Background: an optimization exercise with open tools, aiming at small area, a short achievable clock period and few clock cycles. Do not read the settings as production practice. The RTL was checked by simulation tests, not by an equivalence proof against the original design.

==> flow/design.v, too long to show whole: its modules and the start of the top module <==
// module lamos_tone_detector: 8905 lines
module lamos_tone_detector (
    input  wire        clk,
    input  wire        rst,
    input  wire        cmd_valid,
    output wire        cmd_ready,
    input  wire        cmd_op,        
    input  wire [15:0] cmd_sample,
    input  wire [4:0]  cmd_bin0,
    input  wire [4:0]  cmd_bin1,
    input  wire [7:0]  cmd_theta,     
    output reg         res_valid,
    output reg  [1:0]  res_det,
    output reg  [20:0] res_mag0,
    output reg  [20:0] res_mag1
);
  // ...
==> flow/run.sh <==
#!/bin/bash
# synth_recipe.tcl (not shown) runs the flow's synth.tcl, then flattens the netlist and writes it again
# the make line also repeats each setting of config.mk as NAME=value (left out here)
make -C /OpenROAD-flow-scripts/flow DESIGN_CONFIG=/design/flow/config.mk WORK_HOME=/design/flow/orfs CLKGATE_MAP_FILE= SYNTH_SCRIPT=/design/flow/synth_recipe.tcl finish
==> flow/config.mk <==
export PLATFORM = sky130hd
export DESIGN_NAME = lamos_tone_detector
export DESIGN_NICKNAME = lamos_tone_detector
export VERILOG_FILES = /design/flow/design.v
export SDC_FILE = /design/flow/constraint.sdc
export NUM_CORES = 4
export LEC_CHECK = 0
export CAP_MARGIN = 20
export CORE_MARGIN = 2
export CORE_UTILIZATION = 50
export PLACE_DENSITY = 0.65
export SLEW_MARGIN = 20
==> flow/constraint.sdc <==
create_clock -name core_clock -period 12.0 [get_ports {clk}]
set_input_delay 2.4000 -clock core_clock [delete_from_list [all_inputs] [get_ports {clk}]]
set_output_delay 2.4000 -clock core_clock [all_outputs]
set_load 0.01 [all_outputs]
==> reports/qor.txt, run 1 <==
Outcome: no timing/DRC/antenna violations
I/O pins: 84
Worst-skew pair later-pin latency: 1.09 ns
Leading area contributor after synthesis: dfxtp_1
WHS Endpoint: c3b[0]
Fraction of area in multi-input gates: 0.575
DR WL met2: 393,000 um
Met3 WL: 50,900 um
Post-synthesis mux area share: 0.0121
Leading cell kind: multi-input combinational cells
Post-Synthesis Cells: 27.3k
Hold path startpoint: c3[0]
Post-layout instance area: 0.275 sq mm
Final worst slack: 6.05 ns
Largest family of logic cells by synthesized area: adder cells
Crit path required time: 12.96 ns
Setup CP Type: reg -> reg
Met1 global-route usage: 0.409
Top_reg_cell synth: dfxtp_1
Part of the Yosys area used for sequential elements: 0.304
Hold slack final: 0.318 ns
R2r setup slk: 6.05 ns
Tapcells: 6,706
Layout area overhead: 8.65%
Slowest library cell on the worst path: o21ai_0
Distinct cell type count after synthesis: 102
Commonest cells after routing, fill and taps aside: 3,943 x inv_1, 3,127 x dfxtp_1, 2,754 x nand2_1, 2,511 x ha_1, 2,142 x fa_1
Testbench counts, summed over its fixed seeds: cycles 2,384.
==> run 2, diff against run 1 <==
--- a/flow/design.v
+++ b/flow/design.v
@@ -307,30 +307,16 @@
     wire signed [20:0] y8 = (c == 4'd15) ? (s0 + s16) : (s8 - s24);
     wire signed [16:0] y9 = s9 - s25;
     wire signed [17:0] y10 = s10 - s26;
     wire signed [16:0] y11 = s11 - s27;
     wire signed [18:0] y12 = s12 - s28;
     wire signed [16:0] y13 = s13 - s29;
     wire signed [17:0] y14 = s14 - s30;
     wire signed [16:0] y15 = s15 - s31;
-    wire signed [17:0] dd1 = y1 - y15;
-    wire signed [17:0] ee1 = y7 + y9;
-    wire signed [18:0] dd2 = y2 - y14;
-    wire signed [18:0] ee2 = y6 + y10;
-    wire signed [17:0] dd3 = y3 - y13;
-    wire signed [17:0] ee3 = y5 + y11;
-    wire signed [19:0] dd4 = y4 - y12;
-    wire signed [19:0] ee4 = y4 + y12;
-    wire signed [17:0] dd5 = y5 - y11;
-    wire signed [17:0] ee5 = y3 + y13;
-    wire signed [18:0] dd6 = y6 - y10;
-    wire signed [18:0] ee6 = y2 + y14;
-    wire signed [17:0] dd7 = y7 - y9;
-    wire signed [17:0] ee7 = y1 + y15;
     reg [4:0] ka, kb;
     always @* begin
         case (c)
             4'd0: begin ka = 5'd1; kb = 5'd31; end
             4'd1: begin ka = 5'd11; kb = 5'd21; end
             4'd2: begin ka = 5'd25; kb = 5'd7; end
             4'd3: begin ka = 5'd19; kb = 5'd13; end
             4'd4: begin ka = 5'd17; kb = 5'd15; end
@@ -343,16 +329,68 @@
             4'd11: begin ka = 5'd18; kb = 5'd14; end
             4'd12: begin ka = 5'd4; kb = 5'd28; end
             4'd13: begin ka = 5'd12; kb = 5'd20; end
             4'd14: begin ka = 5'd24; kb = 5'd8; end
             4'd15: begin ka = 5'd16; kb = 5'd0; end
             default: begin ka = 5'd0; kb = 5'd0; end
         endcase
     end
+    reg v0; reg [3:0] c0; reg [3:0] f0;
+    reg signed [20:0] q_yy0;
+    reg signed [16:0] q_yy1;
+    reg signed [17:0] q_yy2;
+    reg signed [16:0] q_yy3;
+    reg signed [18:0] q_yy4;
+    reg signed [16:0] q_yy5;
+    reg signed [17:0] q_yy6;
+    reg signed [16:0] q_yy7;
+    reg signed [20:0] q_yy8;
+    reg signed [16:0] q_yy9;
+    reg signed [17:0] q_yy10;
+    reg signed [16:0] q_yy11;
+    reg signed [18:0] q_yy12;
+    reg signed [16:0] q_yy13;
+    reg signed [17:0] q_yy14;
+    reg signed [16:0] q_yy15;
+    always @(posedge clk) begin
+        v0 <= run & ~rst;
+        c0 <= c;
+        f0 <= {kb == eb1, ka == eb1, kb == eb0, ka == eb0};
+        q_yy0 <= y0;
+        q_yy1 <= y1;
+        q_yy2 <= y2;
+        q_yy3 <= y3;
+        q_yy4 <= y4;
+        q_yy5 <= y5;
+        q_yy6 <= y6;
+        q_yy7 <= y7;
+        q_yy8 <= y8;
+        q_yy9 <= y9;
+        q_yy10 <= y10;
+        q_yy11 <= y11;
+        q_yy12 <= y12;
+        q_yy13 <= y13;
+        q_yy14 <= y14;
+        q_yy15 <= y15;
+    end
+    wire signed [17:0] dd1 = q_yy1 - q_yy15;
+    wire signed [17:0] ee1 = q_yy7 + q_yy9;
+    wire signed [18:0] dd2 = q_yy2 - q_yy14;
+    wire signed [18:0] ee2 = q_yy6 + q_yy10;
+    wire signed [17:0] dd3 = q_yy3 - q_yy13;
+    wire signed [17:0] ee3 = q_yy5 + q_yy11;
+    wire signed [19:0] dd4 = q_yy4 - q_yy12;
+    wire signed [19:0] ee4 = q_yy4 + q_yy12;
+    wire signed [17:0] dd5 = q_yy5 - q_yy11;
+    wire signed [17:0] ee5 = q_yy3 + q_yy13;
+    wire signed [18:0] dd6 = q_yy6 - q_yy10;
+    wire signed [18:0] ee6 = q_yy2 + q_yy14;
+    wire signed [17:0] dd7 = q_yy7 - q_yy9;
+    wire signed [17:0] ee7 = q_yy1 + q_yy15;
     reg v1; reg [3:0] c1; reg [3:0] f1;
     reg signed [20:0] q_y0, q_y8;
     reg signed [17:0] q_d1;
     reg signed [17:0] q_e1;
     reg signed [18:0] q_d2;
     reg signed [18:0] q_e2;
     reg signed [17:0] q_d3;
     reg signed [17:0] q_e3;
@@ -360,20 +398,20 @@
     reg signed [19:0] q_e4;
     reg signed [17:0] q_d5;
     reg signed [17:0] q_e5;
     reg signed [18:0] q_d6;
     reg signed [18:0] q_e6;
     reg signed [17:0] q_d7;
     reg signed [17:0] q_e7;
     always @(posedge clk) begin
-        v1 <= run & ~rst;
-        c1 <= c;
-        f1 <= {kb == eb1, ka == eb1, kb == eb0, ka == eb0};
-        q_y0 <= y0; q_y8 <= y8;
+        v1 <= v0 & ~rst;
+        c1 <= c0;
+        f1 <= f0;
+        q_y0 <= q_yy0; q_y8 <= q_yy8;
         q_d1 <= dd1; q_e1 <= ee1;
         q_d2 <= dd2; q_e2 <= ee2;
         q_d3 <= dd3; q_e3 <= ee3;
         q_d4 <= dd4; q_e4 <= ee4;
         q_d5 <= dd5; q_e5 <= ee5;
         q_d6 <= dd6; q_e6 <= ee6;
         q_d7 <= dd7; q_e7 <= ee7;
     end
@@ -7565,30 +7603,38 @@
     always @(posedge clk) begin
         sqb_s8_q <= sqb_10_q; sqb_s8_r <= sqb_10_r;
     end
     wire [20:0] mag_b = sqb_s8_q;
     wire [21:0] rem_b = sqb_s8_r;
     reg vs [0:8]; reg [3:0] cs [0:8]; reg [3:0] fs [0:8];
     always @(posedge clk) begin
         vs[0] <= v4 & ~rst; cs[0] <= c4; fs[0] <= f4;
-        fin_go <= vs[7] & ~rst & (cs[7] == 4'd15);
+        fin_go <= vs[8] & ~rst & (cs[8] == 4'd15);
         for (i = 1; i < 9; i = i + 1) begin
             vs[i] <= vs[i-1] & ~rst; cs[i] <= cs[i-1]; fs[i] <= fs[i-1];
         end
     end
     wire vq = vs[8]; wire [3:0] cq = cs[8]; wire [3:0] fq = fs[8];
+    reg vq2; reg [3:0] cq2; reg hit0, hit1;
+    reg [21:0] msum; reg [22:0] rsum; reg [20:0] sel0, sel1;
+    always @(posedge clk) begin
+        vq2 <= vq & ~rst; cq2 <= cq;
+        msum <= mag_a + mag_b; rsum <= rem_a + rem_b;
+        hit0 <= fq[0] | fq[1]; sel0 <= fq[0] ? mag_a : mag_b;
+        hit1 <= fq[2] | fq[3]; sel1 <= fq[2] ? mag_a : mag_b;
+    end
     reg [25:0] as1; reg [27:0] sr; reg [20:0] a0, a1;
-    wire [25:0] s1_new = ((cq == 4'd0) ? 26'd0 : as1) + mag_a + mag_b;
-    wire [27:0] sr_new = ((cq == 4'd0) ? 28'd0 : sr) + rem_a + rem_b;
-    wire [20:0] a0_new = fq[0] ? mag_a : (fq[1] ? mag_b : a0);
-    wire [20:0] a1_new = fq[2] ? mag_a : (fq[3] ? mag_b : a1);
+    wire [25:0] s1_new = ((cq2 == 4'd0) ? 26'd0 : as1) + msum;
+    wire [27:0] sr_new = ((cq2 == 4'd0) ? 28'd0 : sr) + rsum;
+    wire [20:0] a0_new = hit0 ? sel0 : a0;
+    wire [20:0] a1_new = hit1 ? sel1 : a1;
     reg fin_go;                           
     always @(posedge clk) begin
-        if (vq) begin as1 <= s1_new; sr <= sr_new; a0 <= a0_new; a1 <= a1_new; end
+        if (vq2) begin as1 <= s1_new; sr <= sr_new; a0 <= a0_new; a1 <= a1_new; end
     end
     reg        fact;
     reg  [3:0] fs_;
     reg [25:0] fs1;
     reg [20:0] fa0, fa1;
     reg [15:0] th2;
     reg [66:0] R;             
     reg signed [26:0] lr;
==> run 2 against run 1 <==
Compared with the run above: final cell count is 4.1% higher; sequential cell count rose by 391; largest cell class unchanged; highest routed layer unchanged.
==> reports/qor.txt, run 2 <==
Outcome: no timing/DRC/antenna violations
Via count: 197k
First-pass GRT wire length: 1,250,000 um
CTS tree: yes
CTS max path bufs: 4
Fmax: 193 MHz
Worst-margin pin slew: 1.33 ns
Initial antenna violation count: 100
CP Max Fanout: 6
Post-DP HPWL: 678,000 um
Number of hold buffers added after CTS: 0
Yosys reg bits: 3,998
Final GP Congestion: 0.998
GR Util All Layers: 0.311
Setup TNS: 0 ns
Worst setup endpoint: q_rex[12]
Yosys warnings: 4
Die Footprint: 0.532 sq mm
Clock Skew: 0.140 ns
Critical path's largest stage delay: 0.83 ns
Startpoint type of the worst setup path: flip-flop
Setup CP Type: reg -> reg
Clock transition at path regs: 0.07 ns
H-tree Lvls: 5
Vias in the first global route: 196k
Worst reg2reg endpoint: q_rex[12]
Most common cell after layout, fill and taps aside: inv_1
Slowest library cell on the worst path: dfxtp_1
Final Hold Fails: 0
Total setup buffers inserted after CTS: 0
WP data arrival: 6.07 ns
Starting density of the core: 0.501
DIE HEIGHT: 729 um
I/O pins: 84 (unchanged)
Count of pins over their slew limit: 0
CP Cell Sequence: inv_1 > fa_1 > fa_1 > fa_1 > fa_1 > fa_1 > fa_1 > inv_1 > fa_1
Crit path required time: 12.88 ns (-0.08 ns)
Placed Instance Area: 0.271 sq mm
Overflow after GRT: 0
Asr flop ratio synth: 0
Clock root cell: clkbuf_16
Largest net degree at the start of global routing: 219
Mapped Area: 0.263 sq mm
DRC viols: 0
Via density: 5.55
IO buf count: 83
R2r worst-path depth: 9
Post-synth top area share: 0.270
Post-CTS Resized: 0
Core area: 0.525 sq mm
FP Rows: 266
Synth area leaders: dfxtp_1 27%, fa_1 16%, ha_1 12%
Most frequent cell after synthesis: inv_1
R2r setup slk: 6.81 ns (+0.76 ns)
Final std cells w/o fill: 35.6k
Commonest cells after routing, fill and taps aside: 4,086 x inv_1, 3,521 x dfxtp_1, 2,669 x nand2_1, 2,559 x ha_1, 2,101 x fa_1
Layout Nets: 32.8k
CP Launch Point: q_e5[0]
Largest regs: R (67), acc (67)
Crit end category: flip-flop
RSZ-0062 raised after global routing: false
Layout cells sized above 1: 0.0463
Crit Reg-Reg Startpoint: q_e5[0]
DR iter-0 viols: 15.8k
Max_slew headroom: 0.106
Placed insts: 34.6k
Post-Synthesis Cells: 28.2k (+3.4%)
Post-synth EDFFs: 452
Setup Viol. Count Final: 0
Distinct cell type count after synthesis: 96 (-5.9%)
Wire per inst: 23.7 um
Most used cell, CP: fa_1
Part of the Yosys area used for sequential elements: 0.321 (+0.0179)
Syn_area_per_cell: 9.32 sq um
Layout area overhead: 9.13%
Num CTS Buffers: 437
Crit path time final: 5.19 ns
Routed Antenna Nets: 0
Final wirelength: 841,000 um
Top_reg_cell synth: dfxtp_1
Commonest cells in the netlist: 4,087 x inv_1, 3,546 x dfxtp_1, 2,670 x nand2_1, 2,559 x ha_1, 2,101 x fa_1
Chip Width: 729 um
Worst-skew pair later-pin latency: 1.10 ns (about the same)
Clock sinks: 3,998
Post-layout instance area: 0.287 sq mm (+4.5%)
MaxCap Viol Count: 0
Hold Crit Class: reg -> reg
Drt first pass iters: 12
Fin crit share: 0.432
Leading area contributor after synthesis: dfxtp_1
==> run 2: cell type report <==
cell class / instances / area, sq um
Fill cell: 47400 / 237000
Multi-Input combinational cell: 19200 / 160000
Sequential cell: 3998 / 84600
Inverter: 4092 / 15400
Clock buffer: 589 / 12500
Tap cell: 6968 / 8720
Clock inverter: 225 / 3090
Timing Repair Buffer: 285 / 2430
Antenna cell: 151 / 378
==> run 2: worst min-delay path by stage <==
stage,cells after the start,start,to,slack [ns]
after floorplan,0,prod_x[0],acc[0],0.31
after global placement,0,sqb_s0_p[14],sqb_s1_p[14],0.31
after detailed placement,0,fs[4][3],fs[5][3],0.31
after CTS,0,sqa_s2_p[14],sqa_s3_p[14],0.32
after global routing,0,sqb_s4_p[6],sqb_s5_p[6],0.33
final,0,sqb_s4_p[11],sqb_s5_p[11],0.32
==> run 2: cell families after synthesis <==
family | Yosys count | share of synthesized area
AND/OR/NAND/NOR | 6766 | 0.120
XOR/XNOR | 1564 | 0.0522
buffers and inverters | 4991 | 0.0713
multiplexers | 342 | 0.0137
flip-flops | 3998 | 0.321
other | 1 | 0.0000143
adder cells (fa/ha/maj) | 4660 | 0.282
AO/OA/AOI/OAI | 5913 | 0.140
==> run 2: metrics by stage <==
step	hold WS, ns	worst slack [ns]	util
3_5_place_dp	0.312	6.87	0.517
3_3_place_gp	0.310	6.87	0.517
2_1_floorplan	0.310	7.26	-
6_report	0.319	6.81	0.547
5_1_grt	0.328	6.57	0.547
4_1_cts	0.319	6.84	0.546
==> run 2: critical path: cells and delay by family, from the launching register on <==
| kind | cells | cell delay (ns) |
|---|---|---|
| flops | 1 | 0.83 |
| fa+ha+maj | 7 | 3.72 |
| buf+inv | 2 | 0.52 |
==> run 2: layer usage <==
layer,GRT usage,share of wire
met2,0.514,0.47
met3,0.0425,0.062
met1,0.396,0.41
met5,0,0.00014
met4,0.164,0.060
Testbench counts of run 2, summed over its fixed seeds: cycles 2,400.
==> run 3, diff against run 2 <==
--- a/flow/config.mk
+++ b/flow/config.mk
@@ -8,5 +8,5 @@
 export CAP_MARGIN = 20
 export CORE_MARGIN = 2
-export CORE_UTILIZATION = 50
-export PLACE_DENSITY = 0.65
+export CORE_UTILIZATION = 60
+export PLACE_DENSITY = 0.75
 export SLEW_MARGIN = 20
==> run 3 against run 2 <==
Compared with the run above: still clean on timing, DRC and antenna; sequential share of layout area up 0.25 points; wire length up 3.6%; maximum frequency down 1.8%; clock skew down 0.050 ns; sequential cell count unchanged; synthesized area unchanged; worst setup slack worse by 0.095 ns; register-to-register slack worse by 0.095 ns; final cell count down 3.6%; design area down 0.84%; critical path type unchanged; highest routed layer unchanged.
==> reports/qor.txt, run 3 <==
Distinct cell type count after synthesis: 96 (unchanged)
Vias in the first global route: 198k (+1.2%)
FP Rows: 243 (-8.6%)
Fmax: 189 MHz (-1.8%)
CP Launch Point: q_d5[0]
Clock Skew: 0.0895 ns (-0.0504 ns)
Top_reg_cell synth: dfxtp_1
Crit Reg-Reg Startpoint: q_d5[0]
Largest regs: R (67), acc (67)
Count of pins over their slew limit: 0 (unchanged)
Crit path time final: 5.28 ns (+0.0952 ns)
Worst reg2reg endpoint: q_imx[12]
Post-synth top area share: 0.270 (unchanged)
DIE HEIGHT: 666 um (-8.7%)
Starting density of the core: 0.602 (+0.100)
Crit end category: flip-flop
Num CTS Buffers: 426 (-2.5%)
Clock root cell: clkbuf_16
Hold Crit Class: reg -> reg
Wire per inst: 25.4 um (+7.5%)
Drt first pass iters: 10 (-2)
RSZ-0062 raised after global routing: false
Via density: 5.86 (+5.7%)
Outcome: no timing/DRC/antenna violations
GR Util All Layers: 0.386 (+0.0758)
Layout area overhead: 8.22%
Layout Nets: 32.8k (-0.0092%)
Final Hold Fails: 0 (unchanged)
Chip Width: 666 um (-8.7%)
Number of hold buffers added after CTS: 0 (unchanged)
Post-synth EDFFs: 452 (unchanged)
I/O pins: 84 (unchanged)
Setup TNS: 0 ns (unchanged)
Yosys warnings: 4 (unchanged)
Leading area contributor after synthesis: dfxtp_1
Commonest cells after routing, fill and taps aside: 4,086 x inv_1, 3,521 x dfxtp_1, 2,669 x nand2_1, 2,559 x ha_1, 2,101 x fa_1
Post-CTS Resized: 0 (unchanged)
Final GP Congestion: 1.01 (+1.7%)
CP Max Fanout: 6 (unchanged)
H-tree Lvls: 5 (unchanged)
R2r setup slk: 6.72 ns (-0.10 ns)
Largest net degree at the start of global routing: 194 (-11%)
Hold path startpoint: sqa_s0_p[27]
Fin crit share: 0.440 (+0.00794)
Most common cell after layout, fill and taps aside: inv_1
Final wirelength: 872,000 um (+3.6%)
Routed Antenna Nets: 0 (unchanged)
CTS tree: yes
IO buf count: 83 (unchanged)
Core area: 0.437 sq mm (-17%)
Mapped Area: 0.263 sq mm (unchanged)
Crit path required time: 12.86 ns (-0.02 ns)
Post-Synthesis Cells: 28.2k (unchanged)
Layout cells sized above 1: 0.0455 (-0.000892)
Multi-input logic area: 0.160 sq mm (about the same)
Part of the Yosys area used for sequential elements: 0.321 (unchanged)
Setup CP Type: reg -> reg
Overflow after GRT: 0 (unchanged)
Worst-margin pin slew: 1.33 ns (-0.00474 ns)
Clock transition at path regs: 0.06 ns (about the same)
WHS Path Cells: 0 (unchanged)
Asr flop ratio synth: 0 (unchanged)
Via count: 201k (+1.9%)
Hold slack final: 0.304 ns (-0.0154 ns)
Fill cells: 35.9k (-24%)
Die Footprint: 0.444 sq mm (-17%)
R2r worst-path depth: 9 (unchanged)
Startpoint type of the worst setup path: flip-flop
Setup Viol. Count Final: 0 (unchanged)
Synth area leaders: dfxtp_1 27%, fa_1 16%, ha_1 12%
Syn_area_per_cell: 9.32 sq um (unchanged)
Clock sinks: 3,998 (unchanged)
WP data arrival: 6.15 ns (+0.08 ns)
Worst setup endpoint: q_imx[12]
DR iter-0 viols: 17.6k (+12%)
CTS max path bufs: 4 (unchanged)
Worst-skew pair later-pin latency: 1.04 ns (-0.06 ns)
Initial antenna violation count: 92 (-8.0%)
Total setup buffers inserted after CTS: 0 (unchanged)
Commonest cells in the netlist: 4,087 x inv_1, 3,546 x dfxtp_1, 2,670 x nand2_1, 2,559 x ha_1, 2,101 x fa_1
MaxCap Viol Count: 0 (unchanged)
DRC viols: 0 (unchanged)
Yosys reg bits: 3,998 (unchanged)
Reg area: 0.0846 sq mm (unchanged)
First-pass GRT wire length: 1,270,000 um (+2.3%)
Most frequent cell after synthesis: inv_1
Post-DP HPWL: 705,000 um (+4.0%)
Max_slew headroom: 0.109 (+0.00318)
## run 3: cell count changes in the layout (fill, tap and decap cells not counted), sizes merged
cell / previous run / this run
inv: 4114 / 4119
buf: 203 / 211
bufinv: 46 / 44
clkbuf: 589 / 559
clkinv: 121 / 120
clkinvlp: 36 / 42
diode: 151 / 84
## run 3: routing by layer
metal | track usage | wire, um | part of all wire
met2 | 0.620 | 395000 | 0.45
met1 | 0.482 | 344000 | 0.39
met4 | 0.244 | 65000 | 0.075
met5 | 0.00239 | 376 | 0.00043
met3 | 0.0714 | 67600 | 0.078
## run 3: layout make-up
type,instances,area share
inverter,4092,0.0540
clock inverter,233,0.00997
timing repair buffer,293,0.00874
multi-input combinational,19200,0.562
antenna,84,0.000738
tap,5757,0.0253
clock buffer,559,0.0419
sequential,3998,0.297
## run 3: worst min-delay path by stage
| stage | to | slack, ns |
|---|---|---|
| 4_1_cts | sqa_s1_p[27] | 0.30 |
| 5_1_grt | sqa_s1_p[27] | 0.31 |
| 2_1_floorplan | acc[0] | 0.31 |
| 6_report | sqa_s1_p[27] | 0.30 |
| 3_3_place_gp | cs[7][0] | 0.31 |
| 3_5_place_dp | c2b[3] | 0.31 |
## run 3: worst max-delay path: stages, from the launching register on
cell     delay (ns)
dfxtp_1        0.95
inv_1          0.50
fa_1           0.59
fa_1           0.51
fa_1           0.58
fa_1           0.44
fa_1           0.53
fa_1           0.55
inv_1          0.05
fa_1           0.44
## run 3: kinds of logic after synthesis
kind of cell,count (synthesis),share of synthesized area
adder cells (fa/ha/maj),4660,0.282
flip-flops,3998,0.321
AO/OA/AOI/OAI,5913,0.140
AND/OR/NAND/NOR,6766,0.120
multiplexers,342,0.0137
other,1,0.0000143
buffers and inverters,4991,0.0713
XOR/XNOR,1564,0.0522
## run 3: stage by stage
stage,util,instance area [sq um],instances,setup slack [ns]
global route,0.651,285000,34200,6.35
CTS,0.650,284000,34200,6.83
finish,0.651,285000,34300,6.72
detailed placement,0.617,270000,33400,6.81
global placement,0.617,270000,33400,6.85
floorplan,-,263000,28200,7.26
==> run 4, diff against run 3 <==
--- a/flow/config.mk
+++ b/flow/config.mk
@@ -8,5 +8,5 @@
 export CAP_MARGIN = 20
 export CORE_MARGIN = 2
-export CORE_UTILIZATION = 60
-export PLACE_DENSITY = 0.75
+export CORE_UTILIZATION = 65
+export PLACE_DENSITY = 0.8
 export SLEW_MARGIN = 20
==> run 4 against run 3 <==
Compared with the run above: still clean; highest routed layer unchanged; via count grew 0.82%; sequential share of layout area up 0.091 points; core utilization is 5.3 points higher.
==> reports/qor.txt, run 4 <==
Outcome: no timing/DRC/antenna violations
Max_slew headroom: 0.0433 (-0.0657)
Asr flop ratio synth: 0 (unchanged)
Drt first pass iters: 11 (+1)
Chip Width: 640 um (-3.9%)
Mapped Area: 0.263 sq mm (unchanged)
Crit path time final: 5.16 ns (-0.120 ns)
FP Rows: 233 (-4.1%)
Yosys warnings: 4 (unchanged)
Leading area contributor after synthesis: dfxtp_1
Initial antenna violation count: 110 (+20%)
DRC viols: 0 (unchanged)
Num CTS Buffers: 418 (-1.9%)
Worst-margin pin slew: 1.42 ns (+0.0978 ns)
IO buf count: 83 (unchanged)
Setup TNS: 0 ns (unchanged)
Largest regs: R (67), acc (67)
Setup Viol. Count Final: 0 (unchanged)
Commonest cells in the netlist: 4,087 x inv_1, 3,546 x dfxtp_1, 2,670 x nand2_1, 2,559 x ha_1, 2,101 x fa_1
Layout area overhead: 7.89%
Hold slack final: 0.311 ns (+0.00725 ns)
Clock transition at path regs: 0.06 ns (about the same)
Number of hold buffers added after CTS: 0 (unchanged)
Fmax: 194 MHz (+2.3%)
Post-Synthesis Cells: 28.2k (unchanged)
Part of the Yosys area used for sequential elements: 0.321 (unchanged)
Vias in the first global route: 200k (+1.1%)
Synth area leaders: dfxtp_1 27%, fa_1 16%, ha_1 12%
Worst-skew pair later-pin latency: 1.03 ns (about the same)
Startpoint type of the worst setup path: flip-flop
Hold Crit Class: reg -> reg
Crit path required time: 12.74 ns (-0.12 ns)
Post-synth top area share: 0.270 (unchanged)
Setup CP Type: reg -> reg
Crit end category: flip-flop
Wire per inst: 25.1 um (-1.5%)
Count of pins over their slew limit: 0 (unchanged)
Syn_area_per_cell: 9.32 sq um (unchanged)
Yosys reg bits: 3,998 (unchanged)
RSZ-0062 raised after global routing: false
CTS max path bufs: 4 (unchanged)
Post-synth EDFFs: 452 (unchanged)
WP data arrival: 5.90 ns (-0.25 ns)
Overflow after GRT: 0 (unchanged)
I/O pins: 84 (unchanged)
Die Footprint: 0.410 sq mm (-7.6%)
Commonest cells after routing, fill and taps aside: 4,086 x inv_1, 3,519 x dfxtp_1, 2,669 x nand2_1, 2,559 x ha_1, 2,101 x fa_1
MaxCap Viol Count: 0 (unchanged)
DR iter-0 viols: 20.0k (+14%)
Layout cells sized above 1: 0.0445 (-0.000999)
Distinct cell type count after synthesis: 96 (unchanged)
Fin crit share: 0.430 (-0.0100)
Starting density of the core: 0.653 (+0.0512)
Clock Skew: 0.0640 ns (-0.0255 ns)
Post-DP HPWL: 681,000 um (-3.4%)
CTS tree: yes
Via count: 203k (+0.82%)
Routed Antenna Nets: 0 (unchanged)
Final Hold Fails: 0 (unchanged)
Via density: 5.97 (+1.9%)
Layout Nets: 32.7k (-0.10%)
First-pass GRT wire length: 1,250,000 um (-1.9%)
Final GP Congestion: 1.02 (+0.75%)
Most common cell after layout, fill and taps aside: inv_1
Core area: 0.403 sq mm (-7.8%)
Largest net degree at the start of global routing: 242 (+25%)
Clock root cell: clkbuf_16
Most frequent cell after synthesis: inv_1
GR Util All Layers: 0.408 (+0.0220)
Final wirelength: 850,000 um (-2.5%)
Clock sinks: 3,998 (unchanged)
CP Max Fanout: 50 (+44)
Post-CTS Resized: 0 (unchanged)
DIE HEIGHT: 640 um (-3.9%)
H-tree Lvls: 5 (unchanged)
Total setup buffers inserted after CTS: 0 (unchanged)
Top_reg_cell synth: dfxtp_1
## run 4: routing by layer
metal / wire length [um] / track usage
met5: 279 / 0
met2: 382000 / 0.649
met4: 67400 / 0.273
met1: 325000 / 0.503
met3: 75100 / 0.0847
## run 4: layout make-up
| type | count | area (sq um) |
|---|---|---|
| Antenna cell | 126 | 315 |
| Clock buffer | 553 | 11800 |
| Clock inverter | 228 | 2670 |
| Fill cell | 30800 | 119000 |
| Inverter | 4092 | 15400 |
| Multi-Input combinational cell | 19200 | 160000 |
| Sequential cell | 3998 | 84600 |
| Tap cell | 5405 | 6760 |
| Timing Repair Buffer | 268 | 2300 |
## run 4: final timing paths
path                      from           end  slack (ns)  cells after the start
hold reg to reg   sqa_s3_p[13]  sqa_s4_p[13]        0.31                      0
setup reg to reg         c5[3]        sp[46]        6.84                     17
setup / recovery         c5[3]        sp[46]        6.84                     17
hold / removal    sqa_s3_p[13]  sqa_s4_p[13]        0.31                      0
## run 4: per-stage QoR
step,utilization,setup WS (ns),cells,instance area (sq um)
2_1_floorplan,-,7.26,28200,263000
3_3_place_gp,0.668,6.88,33000,269000
3_5_place_dp,0.668,6.87,33000,269000
4_1_cts,0.703,6.83,33800,283000
5_1_grt,0.704,6.46,33900,284000
6_report,0.704,6.84,33900,284000
## run 4: logic make-up (layout without fill, tap and decap cells)
logic type,count (synthesis),count (layout),share of synthesized area
compound gates,5913,5913,0.140
xor+xnor,1564,1564,0.0522
fa+ha+maj,4660,4660,0.282
buf+inv,4991,5141,0.0713
flops,3998,3998,0.321
mux,342,342,0.0137
other cells,1,128,0.0000143
simple gates,6766,6766,0.120
## run 4: critical path, cell delays in order, from the launching register on
cell,delay (ns)
dfxtp_1,0.31
or4_1,0.51
buf_4,0.29
and2_1,0.23
ha_1,0.20
inv_1,0.09
fa_1,0.21
nor2b_1,0.05
o21ai_0,0.23
a21o_1,0.17
a21oi_1,0.07
a2111oi_2,0.67
a2111oi_0,0.32
o41a_1,0.43
o31a_1,0.35
a211oi_1,0.41
a211oi_1,0.16
mux2i_1,0.16

## re-timing with driven ports
How much do the figures lean on ideal ports? The routed layouts below were timed once more, with nothing changed but the port constraints. Step 1 assumes that a clkbuf_16 drives the clock port and a buf_2 every other input. Step 2 moves the port delays by t, midway between the first and last clock arrival at a register: inputs arrive t later, outputs are due t later. That takes back most of the time a late clock gives input paths. Three values: no drivers, after step 1, after step 2; two values: the first two.
run | t (ns) | setup WS [ns] | hold slack, ns | latest minus earliest clock arrival (ns) | worst register clock-pin slew, ns
run 1 | 1.183 | 6.052 / 6.052 / 6.052 | 0.318 / 0.318 / 0.318 | 0.103 / 0.103 | 0.08 / 0.08
run 2 | 1.167 | 6.815 / 6.815 / 6.815 | 0.319 / 0.319 / 0.319 | 0.157 / 0.157 | 0.07 / 0.07
run 3 | 1.141 | 6.719 / 6.719 / 6.719 | 0.304 / 0.304 / 0.304 | 0.092 / 0.093 | 0.07 / 0.07
run 4 | 1.134 | 6.840 / 6.840 / 6.840 | 0.311 / 0.311 / 0.311 | 0.076 / 0.076 | 0.08 / 0.08
After both steps setup and hold are still met in every run listed.
